Background: an optimization exercise with open tools, aiming at small area, a short achievable clock period and few clock cycles. Do not read the settings as production practice.
Function was checked by simulation only, so behaviour that the tests miss may differ from the original.
Power and IR drop assume default switching activity.

==> design/flow/design.v <==
module hcid_tlcorr (
    input  wire [7:0] c,
    output reg  [7:0] t
);
    always @* begin
        case (c)
            8'd48: t = 8'b01101101;
            8'd49: t = 8'b01101000;
            8'd50: t = 8'b01111000;
            8'd51: t = 8'b00011001;
            8'd52: t = 8'b00011010;
            8'd53: t = 8'b00011011;
            8'd54: t = 8'b00011100;
            8'd55: t = 8'b00011101;
            8'd56: t = 8'b00011110;
            8'd57: t = 8'b00011111;
            8'd65: t = 8'b01100000;
            8'd66: t = 8'b01100001;
            8'd67: t = 8'b01100010;
            8'd68: t = 8'b01100011;
            8'd69: t = 8'b01100100;
            8'd70: t = 8'b01100101;
            8'd71: t = 8'b01100110;
            8'd72: t = 8'b01100111;
            8'd73: t = 8'b01101000;
            8'd74: t = 8'b01101001;
            8'd75: t = 8'b01101010;
            8'd76: t = 8'b01101000;
            8'd77: t = 8'b01101011;
            8'd78: t = 8'b01101100;
            8'd79: t = 8'b01101101;
            8'd80: t = 8'b01101110;
            8'd81: t = 8'b01101111;
            8'd82: t = 8'b01110000;
            8'd83: t = 8'b01110001;
            8'd84: t = 8'b01110010;
            8'd85: t = 8'b01110011;
            8'd86: t = 8'b01110100;
            8'd87: t = 8'b01110101;
            8'd88: t = 8'b01110110;
            8'd89: t = 8'b01110111;
            8'd90: t = 8'b01111000;
            8'd97: t = 8'b00100000;
            8'd98: t = 8'b00100001;
            8'd99: t = 8'b00100010;
            8'd100: t = 8'b00100011;
            8'd101: t = 8'b00100100;
            8'd102: t = 8'b00100101;
            8'd103: t = 8'b00100110;
            8'd104: t = 8'b00100111;
            8'd105: t = 8'b00101000;
            8'd106: t = 8'b00101001;
            8'd107: t = 8'b00101010;
            8'd108: t = 8'b01101000;
            8'd109: t = 8'b00101011;
            8'd110: t = 8'b00101100;
            8'd111: t = 8'b00101101;
            8'd112: t = 8'b00101110;
            8'd113: t = 8'b00101111;
            8'd114: t = 8'b00110000;
            8'd115: t = 8'b00110001;
            8'd116: t = 8'b00110010;
            8'd117: t = 8'b00110011;
            8'd118: t = 8'b00110100;
            8'd119: t = 8'b00110101;
            8'd120: t = 8'b00110110;
            8'd121: t = 8'b00110111;
            8'd122: t = 8'b00111000;
            default: t = 8'b11100000;
        endcase
    end
endmodule
module hcid_decoder (
    input  wire         clk,
    input  wire         rst,
    input  wire         in_valid,
    output wire         in_ready,
    input  wire [7:0]   in_char,
    output wire         out_valid,
    input  wire         out_ready,
    output wire [23:0]  out_prefix,      
    output wire [319:0] out_cw,          
    output wire [39:0]  out_bera,        
    output reg  [5:0]   out_count,       
    output reg          out_case_lost,   
    output reg          out_eof          
);
    reg  [7:0] a_c;          
    reg        a_v;
    reg  [5:0] idx;          
    reg        ov;           
    reg        rdy;          
    assign in_ready  = rdy;
    assign out_valid = ov;
    wire consume = a_v && !(ov && idx != 6'd0);
    wire accept  = in_valid && rdy;
    wire last    = (idx == 6'd62);
    wire a_v_n  = accept || (a_v && !consume);
    wire [5:0] idx_n = consume ? (last ? 6'd0 : idx + 6'd1) : idx;
    wire ov_n   = (ov && !out_ready) || (consume && last);
    always @(posedge clk) begin
        if (accept) a_c <= in_char;
        if (rst) begin
            a_v <= 1'b0;
            idx <= 6'd0;
            ov  <= 1'b0;
            rdy <= 1'b1;
        end else begin
            a_v <= a_v_n;
            idx <= idx_n;
            ov  <= ov_n;
            rdy <= !(ov_n && idx_n != 6'd0);
        end
    end
    wire [7:0] t;
    hcid_tlcorr u_tl (.c(a_c), .t(t));
    wire [4:0] sym    = t[4:0];
    wire       letter = t[5];
    wire       upper  = t[6];
    wire       era    = t[7];
    reg  [6:0] w;
    reg        mk;           
    wire [2:0] lb   = {idx[2:0], 2'b00} + idx[2:0];
    wire       emit = (lb >= 3'd3);
    wire [11:0] win = {w, sym};
    reg  [7:0] byte_n;
    always @* begin
        case (lb)
            3'd3:    byte_n = win[7:0];
            3'd4:    byte_n = win[8:1];
            3'd5:    byte_n = win[9:2];
            3'd6:    byte_n = win[10:3];
            default: byte_n = win[11:4];
        endcase
    end
    wire mk_in  = (lb != 3'd0) && mk;
    wire mk_b   = mk_in || era;              
    wire cw_b   = (idx >= 6'd5);             
    always @(posedge clk) begin
        if (consume) begin
            w  <= win[6:0];
            mk <= emit ? (lb != 3'd3 && era) : mk_b;
        end
    end
    reg [311:0] fb;          
    reg [35:0]  be;
    always @(posedge clk) begin
        if (consume && emit)
            fb <= {(cw_b && mk_b) ? 8'h00 : byte_n, fb[311:8]};
        if (consume && emit && cw_b)
            be <= {mk_b, be[35:1]};
    end
    reg  [3:0] n;            
    reg        se;           
    reg  [31:0] cap;         
    reg  [3:0] cbe;          
    wire seg_start = (idx == 6'd3) || (idx == 6'd18) || (idx == 6'd33) || (idx == 6'd48);
    wire seg_end   = (idx == 6'd17) || (idx == 6'd32) || (idx == 6'd47) || last;
    wire [1:0] seg = (idx >= 6'd48) ? 2'd3 : (idx >= 6'd33) ? 2'd2 : (idx >= 6'd18) ? 2'd1 : 2'd0;
    wire in_seg    = (idx >= 6'd3);
    wire [3:0] n_in  = seg_start ? 4'd0 : n;
    wire       se_in = seg_start ? 1'b0 : se;
    wire       take  = letter && !n_in[3];
    wire [3:0] n_out = n_in + {3'd0, take};
    wire       se_out = se_in || era;
    wire       ok_out = n_out[3] && !se_out;
    wire [7:0] cap3  = take ? {cap[30:24], upper} : cap[31:24];
    wire [3:0] okv   = {ok_out, ~cbe[2:0]};
    wire [7:0] capv [0:3];
    assign capv[0] = cap[7:0];
    assign capv[1] = cap[15:8];
    assign capv[2] = cap[23:16];
    assign capv[3] = cap3;
    reg  all_zero, all_ones;
    integer g;
    always @* begin
        all_zero = 1'b1;
        all_ones = 1'b1;
        for (g = 0; g < 4; g = g + 1)
            if (okv[g]) begin
                if (capv[g] != 8'h00) all_zero = 1'b0;
                if (capv[g] != 8'hFF) all_ones = 1'b0;
            end
    end
    wire       lost  = all_zero || all_ones;
    wire [3:0] cbe_f = {4{lost}} | ~okv | {3'b000, era};    
    wire [2:0] ncap  = {2'b00, cbe_f[0]} + {2'b00, cbe_f[1]} + {2'b00, cbe_f[2]} + {2'b00, cbe_f[3]};
    always @(posedge clk) begin
        if (consume && in_seg) begin
            n  <= n_out;
            se <= se_out;
        end
        for (g = 0; g < 4; g = g + 1) begin
            if (consume && last) begin
                if (cbe_f[g]) cap[8*g +: 8] <= 8'h00;
                else if (g == 3) cap[8*g +: 8] <= cap3;
            end else if (consume && in_seg && seg == g && take)
                cap[8*g +: 8] <= {cap[8*g +: 7], upper};
        end
        if (consume && seg_end) begin
            if (last) cbe <= cbe_f;
            else cbe[seg] <= !ok_out;
        end
    end
    always @(posedge clk) begin
        if (consume) begin
            if (idx == 6'd1)
                out_count <= 6'd0;
            else if (last)
                out_count <= out_count + {5'd0, mk_b} + {3'd0, ncap};
            else if (emit && cw_b && mk_b)
                out_count <= out_count + 6'd1;
            if (last) begin
                out_case_lost <= lost;
                out_eof       <= |sym[2:0];
            end
        end
    end
    assign out_prefix = fb[23:0];
    assign out_cw     = {cap, fb[311:24]};
    assign out_bera   = {cbe, be};
endmodule
==> design/flow/run.sh <==
#!/bin/bash
# synth_recipe.tcl (not shown) runs the flow's synth.tcl, then flattens the netlist and writes it again
# the make line also repeats each setting of config.mk as NAME=value (left out here)
make -C /OpenROAD-flow-scripts/flow DESIGN_CONFIG=/design/flow/config.mk WORK_HOME=/design/flow/orfs CLKGATE_MAP_FILE= SYNTH_SCRIPT=/design/flow/synth_recipe.tcl finish
==> design/flow/config.mk <==
export PLATFORM = sky130hd
export DESIGN_NAME = hcid_decoder
export DESIGN_NICKNAME = hcid_decoder
export VERILOG_FILES = /design/flow/design.v
export SDC_FILE = /design/flow/constraint.sdc
export NUM_CORES = 4
export LEC_CHECK = 0
export CAP_MARGIN = 20
export CORE_MARGIN = 2
export CORE_UTILIZATION = 40
export SLEW_MARGIN = 20
==> design/flow/constraint.sdc <==
create_clock -name core_clock -period 18.0 [get_ports {clk}]
set_input_delay 3.6000 -clock core_clock [delete_from_list [all_inputs] [get_ports {clk}]]
set_output_delay 3.6000 -clock core_clock [all_outputs]
set_load 0.01 [all_outputs]
==> impl_metrics.yaml, run 1 <==
cells_and_area:
  drive_gt1_frac: 0.0744
  stdcell_count: 1802
  area_delta_synth_final_pct: 40.5
  final_nets: 1294
  multi_input_area_um2: 2340
  nFillCells: 2938
  fin_area_um2: 21400
  antennaDiodeCount: 0
  finish.utilization: 0.570
  regArea_um2: 12700
yosys:
  synth_ff_type: "edfxtp_1"
  yosysWarnings: 2
  syn_area_per_cell_um2: 18.6
  synth_edf_count: 413
  post-synth-top-count-cell: "edfxtp_1"
  async_flop_share: 0
  netlist_area_um2: 15200
  ys_seq_elements: 430
  synth_fp_nets: 853
  yosysSeqAreaShare: 0.836
  synth_cell_types: 63
  synthCells: 819
  yosys-top-cells-area: "edfxtp_1 81%, dfxtp_1 2.2%, ha_1 1.6%"
  yosys.area.top_type_share: 0.814
  yosys.area.top_type: "edfxtp_1"
  synth_commonest_cells: "413 x edfxtp_1, 40 x nand2_1, 39 x nor2_1, 30 x and2_1"
route:
  routed_wl_mm: 37.3
  ant_nets: 0
  wire_per_inst_um: 20.7
  vias: 8846
  dr.pass1.iters: 4
  avgViaCountPerCell: 4.91
  drcViolationCount: 0
  initialDrtViolationCount: 539
floorplan:
  io_pins: 406
  design.die.area_um2: 39700
  num_rows: 71
  fp.dieH_um: 199
  core_region_area_um2: 37600
  fp.dieW_um: 199
  start_util: 0.406
grt:
  grt_max_degree: 223
  grt_pass1_vias: 8594
  grt.total_usage: 0.181
  grt_pass1_wl_mm: 53.6
  grt_antenna_before_repair: 0
  grt.overflow.total: 0
timing:
  fin_skew_ns: 0.0148
  rsz0062_at_grt: "false"
  timing.final.crit_share: 0.319
  setup_viol: 0
  fmax_mhz: 174
  hold_violations: 0
  period_needed_ns: 5.74
  drv_slew: 0
  slew-limit-headroom: 0.332
  worstMarginPinSlew_ns: 0.976
  tns_ns: 0
place:
  dp_hpwl_mm: 26.4
  placed_cell_area_um2: 19900
  placedCellCount: 1719
  io_buffers: 405
  gpl.final_weighted_congestion: 0.809
cts:
  clk_latency_ns: 0.57
  htreeDepth: 2
  cts.sinks: 430
  cts_hold_buf: 0
  cts_buffer_depth: 3
  post_cts_buffers: 0
  cts-buffers-inserted: 47
  cts.clk_slew.worst_paths_ns: 0.05
  cts_tree: "yes"
  post_cts_resized: 0
  clockRootBuffer: "clkbuf_16"
critical_path:
  start_kind: "input pin"
  path_cells: "clkdlybuf4s50_1, nand2_1, mux2i_1, inv_1, xnor2_1, a221oi_1, o221ai_1, nand2_1"
  cpMostUsedCell: "nand2_1"
  cp_top_family: "buffers and inverters"
  cp_num_buf_inv: 2
  required_ns: 18.51
  crit_slowest_cell: "mux2i_1"
  cp.arrival_ns: 6.24
  critical-path-max-stage-delay_ns: 0.64
  worst_setup_path_end_kind: "flip-flop"
  cp_max_fo: 11
  setup.worst_path.class: "input pin to flip-flop"
power_and_ir_drop:
  power_density_nw_per_um2: 98.2
  ir_drop_mv: 0.0702
  p_leak_nw: 7.16
outcome:
  status: "complete, no violations"
hold_path:
  worstHoldPathType: "flip-flop to flip-flop"
job:
  max_cap_viol_count: 0
-- through the flow --
stage	power, mW	worst slack [ns]	hold WS, ns
global route	2.17	11.99	0.453
CTS	2.13	12.35	0.444
global placement	1.21	11.86	0.429
finish	2.10	12.26	0.444
floorplan	1.18	2.80	0.437
detailed placement	1.21	11.73	0.431
-- logic make-up (layout without fill, tap and decap cells) --
family | after synthesis | after routing | synth area share
buffers and inverters | 44 | 516 | 0.0114
flip-flops | 430 | 430 | 0.836
AO/OA/AOI/OAI | 118 | 118 | 0.0534
XOR/XNOR | 10 | 10 | 0.00575
AND/OR/NAND/NOR | 184 | 184 | 0.0663
multiplexers | 11 | 11 | 0.00763
adder cells (fa/ha/maj) | 22 | 22 | 0.0195
-- cell type report --
type,count,area share
Timing Repair Buffer,411,0.194
Multi-Input combinational cell,345,0.109
Clock buffer,57,0.0581
Sequential cell,430,0.595
Clock inverter,23,0.00964
Inverter,25,0.00438
Tap cell,511,0.0299
-- worst reg2reg max path, cell delays in order (launching register included) --
cell      delay [ns]
dfxtp_1         0.58
inv_1           0.14
ha_1            0.35
mux2_2          0.32
o21ai_2         0.19
nand2b_2        0.23
and2_1          0.15
ha_1            0.17
nand3_1         0.09
xnor2_1         0.24
o211ai_1        0.15
o21ai_0         0.16
o211ai_4        0.17
nand2b_4        0.18
fa_1            0.48
inv_1           0.05
fa_1            0.42
inv_1           0.06
ha_1            0.15
inv_1           0.05
fa_1            0.41
inv_1           0.07
a21oi_1         0.06
o21ai_0         0.14
nand2_1         0.09
xor2_1          0.14
nor2_1          0.05
-- final timing paths --
| kind | start | to | slack (ns) | cells past startpoint |
|---|---|---|---|---|
| max | in_valid | flip-flop | 12.26 | 8 |
| min | fb[14] | fb[6] | 0.44 | 0 |
| max reg2reg | idx[0] | out_count[4] | 12.45 | 26 |
| min reg2reg | fb[14] | fb[6] | 0.44 | 0 |
-- layer usage --
metal | track usage | routed length [µm] | vias to the layer above
li1 | - | - | 4066
met1 | 0.217 | 14400 | 4367
met2 | 0.295 | 17900 | 351
met3 | 0.0700 | 3900 | 62
met4 | 0.0716 | 1020 | 0
met5 | 0 | 0 | -
-- report_power, final --
part	leakage (nW)	internal (mW)	switching, mW	total (mW)
registers	3.88	1.11	0.00917	1.11
logic	2.58	0.0337	0.0431	0.0769
clock network	0.701	0.533	0.377	0.910
total	7.16	1.67	0.430	2.10
-- flip-flops by register name (all words and copies together), names as in the netlist, named ones only --
| signal | cells |
|---|---|
| idx | 6 |
| a_c | 8 |
| mk | 1 |
| out_eof | 1 |
| out_case_lost | 1 |
| cbe | 3 |
| cap | 32 |
| out_count | 6 |
| w | 7 |
| fb | 312 |
| se | 1 |
| be | 36 |
| rdy | 1 |
| n | 4 |
| ov | 1 |
| a_v | 1 |
-- layout by cell type, fill, tap and decap left out, types with 9 or more instances in the layout --
cell type        netlist  final
a21oi_1               24     24
a22o_1                10     10
a22oi_1               18     18
a31oi_1               12     12
and2_1                30     30
clkbuf_16              0     48
clkdlybuf4s50_1        0    405
dfxtp_1               17     17
edfxtp_1             413    413
ha_1                  19     19
inv_1                 24     24
nand2_1               40     40
nand3_1               10     10
nor2_1                39     38
nor2b_1                9      9
nor3_1                16     15
o21ai_0               21     19
Testbench counts, summed over its fixed seeds: cycles 75,624.
==> run 2: changes to the inputs <==
--- a/design/flow/design.v
+++ b/design/flow/design.v
@@ -110,5 +110,5 @@
             idx <= idx_n;
             ov  <= ov_n;
-            rdy <= !(ov_n && idx_n != 6'd0);
+            rdy <= !(a_v_n && ov_n && idx_n != 6'd0);
         end
     end
==> run 2 against run 1 <==
Area after synthesis increased by 0.25%; still clean; combinational power shrank 1%; sequential power about the same; non-clock buffer count is 2 lower; critical path type unchanged.
==> impl_metrics.yaml, run 2 <==
yosys:
  yosys.area.top_type_share: 0.812
  syn_area_per_cell_um2: 18.6
  post-synth-top-count-cell: "edfxtp_1"
  yosysSeqAreaShare: 0.834
  synth_fp_nets: 856
  async_flop_share: 0
  yosysWarnings: 2
  synthCells: 822
  synth_cell_types: 63
  synth_ff_type: "edfxtp_1"
  synth_edf_count: 413
  yosys-top-cells-area: "edfxtp_1 81%, dfxtp_1 2.2%, ha_1 1.6%"
  netlist_area_um2: 15300
  synth_commonest_cells: "413 x edfxtp_1, 37 x nor2_1, 36 x nand2_1, 30 x and2_1, 26 x a21oi_1"
  yosys.area.top_type: "edfxtp_1"
  ys_seq_elements: 430
grt:
  grt_pass1_wl_mm: 53.4
  grt_pass1_vias: 8508
  grt_max_degree: 216
  grt.total_usage: 0.179
  grt.overflow.total: 0
  grt_antenna_before_repair: 0
timing:
  rsz0062_at_grt: "false"
  worstMarginPinSlew_ns: 1.09
  hold_violations: 0
  tns_ns: 0
  fin_skew_ns: 0.0173
  setup_slack_ns: 12.43
  drv_slew: 0
  timing.final.crit_share: 0.309
  slew-limit-headroom: 0.255
  setup_viol: 0
  fmax_mhz: 180
  period_needed_ns: 5.57
cts:
  post_cts_resized: 0
  clk_latency_ns: 0.57
  htreeDepth: 2
  cts.sinks: 430
  post_cts_buffers: 0
  cts-buffers-inserted: 45
  cts_tree: "yes"
  cts_hold_buf: 0
  cts.clk_slew.worst_paths_ns: 0.06
  clockRootBuffer: "clkbuf_16"
  cts_buffer_depth: 3
critical_path:
  required_ns: 18.51
  path_cells: "clkdlybuf4s50_1, nand2_2, mux2i_1, inv_1, xnor2_1, a221oi_1, o221ai_1, nand2_1"
  crit_slowest_cell: "mux2i_1"
  critical-path-max-stage-delay_ns: 0.65
  start_kind: "input pin"
  r2r_end: "out_count[4]"
  cp.arrival_ns: 6.08
  r2r-start: "idx[0]"
  setup.worst_path.class: "input pin to flip-flop"
  r2r_cells: 26
  reg2reg_slack_ns: 12.49
  cp_max_fo: 11
  worst_setup_path_end_kind: "flip-flop"
route:
  vias: 8956
  avgViaCountPerCell: 4.98
  drcViolationCount: 0
  routed_wl_mm: 37.4
  ant_nets: 0
  wire_per_inst_um: 20.8
  initialDrtViolationCount: 659
  dr.pass1.iters: 6
power_and_ir_drop:
  p_leak_nw: 7.09
  power_density_nw_per_um2: 96.8
  total_power_mw: 2.06
  ir_drop_mv: 0.0747
hold_path:
  hold-path-endpoint: "fb[181]"
  min-delay-start: "fb[189]"
  worstHoldPathType: "flip-flop to flip-flop"
  whs_path_depth: 0
cells_and_area:
  final_nets: 1291
  layout_commonest_cell: "edfxtp_1"
  largest_register: "fb"
  largest_reg_flops: 312
  area_delta_synth_final_pct: 39.5
  layout_common_cells: "413 x edfxtp_1, 405 x clkdlybuf4s50_1, 46 x clkbuf_16"
  top_regs: "fb: 312 flops, be: 36 flops, cap: 32 flops"
  drive_gt1_frac: 0.0706
  antennaDiodeCount: 0
floorplan:
  start_util: 0.406
  design.die.area_um2: 39800
  fp.dieW_um: 199
  fp.dieH_um: 199
  num_rows: 71
  core_region_area_um2: 37700
  io_pins: 406
outcome:
  status: "complete, no violations"
place:
  place_ws_ns: 11.94
  io_buffers: 405
  dp_hpwl_mm: 26.3
  gpl.final_weighted_congestion: 0.826
job:
  max_cap_viol_count: 0
run 2: metal layers:
metal / up-vias / part of all wire / global-route usage
met2: 381 / 0.48 / 0.288
met4: 0 / 0.022 / 0.0560
met3: 59 / 0.099 / 0.0677
li1: 4067 / - / -
met1: 4449 / 0.40 / 0.226
met5: - / 0 / 0
run 2: cells by family (layout without fill, tap and decap cells):
family	count (synthesis)	in the layout	share of synthesized area
buffers and inverters	46	513	0.0133
XOR/XNOR	10	10	0.00573
adder cells (fa/ha/maj)	22	22	0.0195
AO/OA/AOI/OAI	122	122	0.0549
flip-flops	430	430	0.834
multiplexers	11	11	0.00786
AND/OR/NAND/NOR	181	181	0.0649
run 2: layout make-up:
class	count	area, µm²
tap	511	639
clock buffer	57	1190
sequential	430	12700
fill	3028	16300
clock inverter	22	176
inverter	25	106
multi-input combinational	346	2350
timing repair buffer	409	4120
run 2: worst max path at each step:
stage             start  slack (ns)      endpoint
5_1_grt          idx[0]       12.04  out_count[4]
6_report       in_valid       12.43     flip-flop
4_1_cts          idx[0]       12.46  out_count[4]
2_1_floorplan    idx[0]        2.69         fb[0]
3_5_place_dp   in_valid       11.94     flip-flop
3_3_place_gp   in_valid       11.94     flip-flop
run 2: per-stage QoR:
| step | cell area, µm² | utilization | hold WS, ns | instances |
|---|---|---|---|---|
| 6_report | 21300 | 0.566 | 0.443 | 1800 |
| 5_1_grt | 21300 | 0.566 | 0.455 | 1800 |
| 4_1_cts | 21300 | 0.565 | 0.445 | 1799 |
| 3_5_place_dp | 19900 | 0.529 | 0.431 | 1720 |
| 3_3_place_gp | 19900 | 0.529 | 0.428 | 1720 |
| 2_1_floorplan | 15300 | - | 0.485 | 822 |
run 2: report_power, final:
group	switching, mW	total (mW)	internal [mW]
Clock	0.375	0.873	0.497
Sequential	0.00916	1.11	1.11
Combinational	0.0428	0.0761	0.0334
run 2: worst max-delay path: cells and delay by family:
family	cells	cell delay [ns]
muxes	1	0.65
and+or+nand+nor	2	0.32
AOI/OAI and AO/OA	2	0.50
xor gates and xnor gates	1	0.22
buffers and inverters	2	0.78
Testbench counts of run 2, summed over its fixed seeds: cycles 75,624.
==> run 3: changes to the inputs <==
--- a/design/flow/design.v
+++ b/design/flow/design.v
@@ -110,5 +110,5 @@
             idx <= idx_n;
             ov  <= ov_n;
-            rdy <= !(a_v_n && ov_n && idx_n != 6'd0);
+            rdy <= !(ov_n && idx_n != 6'd0);
         end
     end
==> design/flow/flow/run.sh (new file) <==
#!/bin/bash
# Own layout flow: the standard ORFS flow, with the port buffers that
# global placement inserts made from sky130_fd_sc_hd__buf_1 instead of the
# cell buffer_ports picks by itself. Everything else is the standard flow.
set -euo pipefail
export BUFFER_PORTS_ARGS="-buffer_cell sky130_fd_sc_hd__buf_1"
bash standard.sh BUFFER_PORTS_ARGS="$BUFFER_PORTS_ARGS" finish > orfs_flow.log 2>&1
==> design/flow/standard.sh (new file) <==
#!/bin/bash
# synth_recipe.tcl (not shown) runs the flow's synth.tcl, then flattens the netlist and writes it again
# the make line also repeats each setting of config.mk as NAME=value (left out here)
make -C /OpenROAD-flow-scripts/flow DESIGN_CONFIG=/design/flow/config.mk WORK_HOME=/design/flow/orfs CLKGATE_MAP_FILE= SYNTH_SCRIPT=/design/flow/synth_recipe.tcl "${@:-finish}"
removed: design/flow/run.sh
==> run 3 against run 2 <==
Combinational power down 19%; power decreased by 0.86%; critical path depth increased by 18; routed wire length fell by 6.8%; fmax grew 2.1%; non-clock buffer count grew 1; register-to-register slack gained 0.06 ns; cell count is 0.11% higher; global-route usage down 1.5 points; clock-buffer cell count up 1; clock power about the same; critical path type is now flip-flop to flip-flop; largest power group unchanged.
==> impl_metrics.yaml, run 3 <==
outcome:
  status: "complete, no violations"
cells_and_area:
  area_delta_synth_final_pct: 23.3
  largest_reg_flops: 312
  layout_commonest_cell: "edfxtp_1"
  antennaDiodeCount: 0
  layout_common_cells: "413 x edfxtp_1, 405 x buf_1, 47 x clkbuf_16"
  drive_gt1_frac: 0.0728
  stdcell_count: 1802
  final_nets: 1291
  largest_register: "fb"
  top_regs: "fb: 312 flops, be: 36 flops, cap: 32 flops"
grt:
  grt.overflow.total: 0
  grt_max_degree: 210
  grt.total_usage: 0.164
  grt_pass1_wl_mm: 49.1
  grt_antenna_before_repair: 0
  grt_pass1_vias: 8283
yosys:
  async_flop_share: 0
  synth_edf_count: 413
  yosys.area.top_type_share: 0.814
  post-synth-top-count-cell: "edfxtp_1"
  yosysWarnings: 2
  yosysSeqAreaShare: 0.836
  synth_cell_types: 63
  synth_commonest_cells: "413 x edfxtp_1, 40 x nand2_1, 39 x nor2_1, 30 x and2_1"
  yosys-top-cells-area: "edfxtp_1 81%, dfxtp_1 2.2%, ha_1 1.6%"
  ys_seq_elements: 430
  yosys.area.top_type: "edfxtp_1"
  netlist_area_um2: 15200
  synth_ff_type: "edfxtp_1"
  synthCells: 819
  syn_area_per_cell_um2: 18.6
  synth_fp_nets: 853
critical_path:
  reg2reg_slack_ns: 12.55
  r2r_end: "out_count[4]"
  critical_path.endpoint: "out_count[4]"
  r2r_cells: 26
  r2r-start: "idx[0]"
  critPathLaunch: "idx[0]"
  cp.arrival_ns: 5.76
  setup.worst_path.class: "flip-flop to flip-flop"
  start_kind: "flip-flop"
  required_ns: 18.31
  worst_setup_path_end_kind: "flip-flop"
  cp_max_fo: 12
job:
  max_cap_viol_count: 0
place:
  placedCellCount: 1720
  gpl.final_weighted_congestion: 0.843
  io_buffers: 405
  dp_hpwl_mm: 24.4
floorplan:
  fp.dieW_um: 199
  start_util: 0.406
  fp.dieH_um: 199
  core_region_area_um2: 37600
  num_rows: 71
  design.die.area_um2: 39700
  io_pins: 406
cts:
  cts_buffer_depth: 3
  clockRootBuffer: "clkbuf_16"
  post_cts_buffers: 0
  cts.clk_slew.worst_paths_ns: 0.06
  post_cts_resized: 0
  cts_tree: "yes"
  cts-buffers-inserted: 45
  htreeDepth: 2
  cts_hold_buf: 0
  cts.sinks: 430
  clk_latency_ns: 0.56
timing:
  slew-limit-headroom: 0.258
  worstMarginPinSlew_ns: 1.10
  setup_viol: 0
  tns_ns: 0
  rsz0062_at_grt: "false"
  timing.final.crit_share: 0.303
  period_needed_ns: 5.45
  hold_violations: 0
  drv_slew: 0
  fmax_mhz: 183
  fin_skew_ns: 0.0137
route:
  routed_wl_mm: 34.8
  dr.pass1.iters: 5
  ant_nets: 0
  initialDrtViolationCount: 543
  vias: 8907
  drcViolationCount: 0
  wire_per_inst_um: 19.3
  avgViaCountPerCell: 4.94
hold_path:
  worstHoldPathType: "flip-flop to flip-flop"
power_and_ir_drop:
  ir_drop_mv: 0.0698
  p_leak_nw: 6.02
  power_density_nw_per_um2: 109
run 3: cell count changes after synthesis, sizes merged, moves of 2 or more:
| cell | change |
|---|---|
| a21oi | -2 |
| nor2 | +2 |
| a31oi | -2 |
| nand2 | +2 |
| a22oi | +2 |
| or3 | -2 |
run 3: layout make-up:
class | instances | area (µm²)
Fill cell | 3211 | 18800
Sequential cell | 430 | 12700
Multi-Input combinational cell | 345 | 2340
Timing Repair Buffer | 410 | 1590
Clock buffer | 58 | 1240
Tap cell | 511 | 639
Clock inverter | 23 | 145
Inverter | 25 | 93.8
run 3: report_power, final:
group | internal [mW] | switching [mW]
sequential | 1.11 | 0.00916
clock | 0.499 | 0.371
combinational | 0.0195 | 0.0422
total | 1.62 | 0.422
run 3: worst max-delay path, cell delays in order (launching register included):
cell and delay (ns):
dfxtp_1 0.57, inv_1 0.14, ha_1 0.33, mux2_2 0.31, o21ai_2 0.18, nand2b_2 0.22, and2_1 0.15, ha_1 0.16
nand3_1 0.08, xnor2_1 0.23, o211ai_1 0.13, o21ai_0 0.16, o211ai_4 0.17, nand2b_4 0.18, fa_1 0.47, inv_1 0.05
fa_1 0.42, inv_1 0.06, ha_1 0.15, inv_1 0.05, fa_1 0.41, inv_1 0.08, a21oi_1 0.06, o21ai_0 0.14
nand2_1 0.09, xor2_1 0.13, nor2_1 0.05
run 3: metal layers:
metal / vias up / GRT usage / part of all wire / wire length (µm)
li1: 4055 / - / - / -
met2: 393 / 0.267 / 0.48 / 16700
met5: - / 0 / 0 / 0
met1: 4394 / 0.205 / 0.40 / 13800
met3: 65 / 0.0503 / 0.096 / 3340
met4: 0 / 0.0672 / 0.029 / 996
run 3: cells by family after synthesis:
family | count (synthesis) | synth area share
simple gates | 184 | 0.0663
flops | 430 | 0.836
compound gates | 118 | 0.0534
fa+ha+maj | 22 | 0.0195
mux | 11 | 0.00763
xor+xnor | 10 | 0.00575
buf+inv | 44 | 0.0114
run 3: how the worst min path moves through the flow:
stage	cells past startpoint	from	endpoint	slack (ns)
detailed placement	0	fb[278]	fb[270]	0.43
CTS	0	fb[164]	fb[156]	0.44
global placement	0	be[34]	be[33]	0.43
finish	0	fb[108]	fb[100]	0.45
floorplan	2	a_v	a_v	0.44
global route	0	fb[164]	fb[156]	0.45
run 3: per-stage QoR:
step	total power [mW]	hold slack, ns	instance area, µm²	worst slack [ns]	util
after global placement	1.20	0.426	17400	12.24	0.462
after global routing	2.12	0.448	18800	12.09	0.500
final	2.05	0.446	18800	12.55	0.500
after detailed placement	1.20	0.431	17400	12.17	0.462
after floorplan	1.18	0.437	15200	2.80	-
after CTS	2.07	0.445	18800	12.53	0.499
Testbench counts of run 3, summed over its fixed seeds: cycles 75,624.

-- re-timing with driven ports --
The flow's constraints put no driver on any port. The routed layouts listed below were extracted and timed again, unchanged, in two steps.
Step 1, drivers: a clkbuf_16 drives clk and a buf_2 each remaining input, both assumed.
Step 2, shift: input delay + t, output delay - t, t = (earliest + latest rising clock arrival at the registers) / 2. This alone moves slack from input paths to output paths.
Three values: ideal, step 1, step 2; two values: the first two.
| run | shift t [ns] | setup WS [ns] | hold WS [ns] |
|---|---|---|---|
| run 1 | 0.611 | 12.264 / 12.289 / 11.679 | 0.444 / 0.444 / 0.444 |
| run 2 | 0.609 | 12.435 / 12.463 / 11.854 | 0.443 / 0.443 / 0.443 |
| run 3 | 0.605 | 12.547 / 12.547 / 12.088 | 0.446 / 0.446 / 0.446 |
After both steps every run listed still meets setup and hold. The setup slack of run 1, which loses most, moves by +0.025 ns with the drivers and by -0.585 ns with both steps.
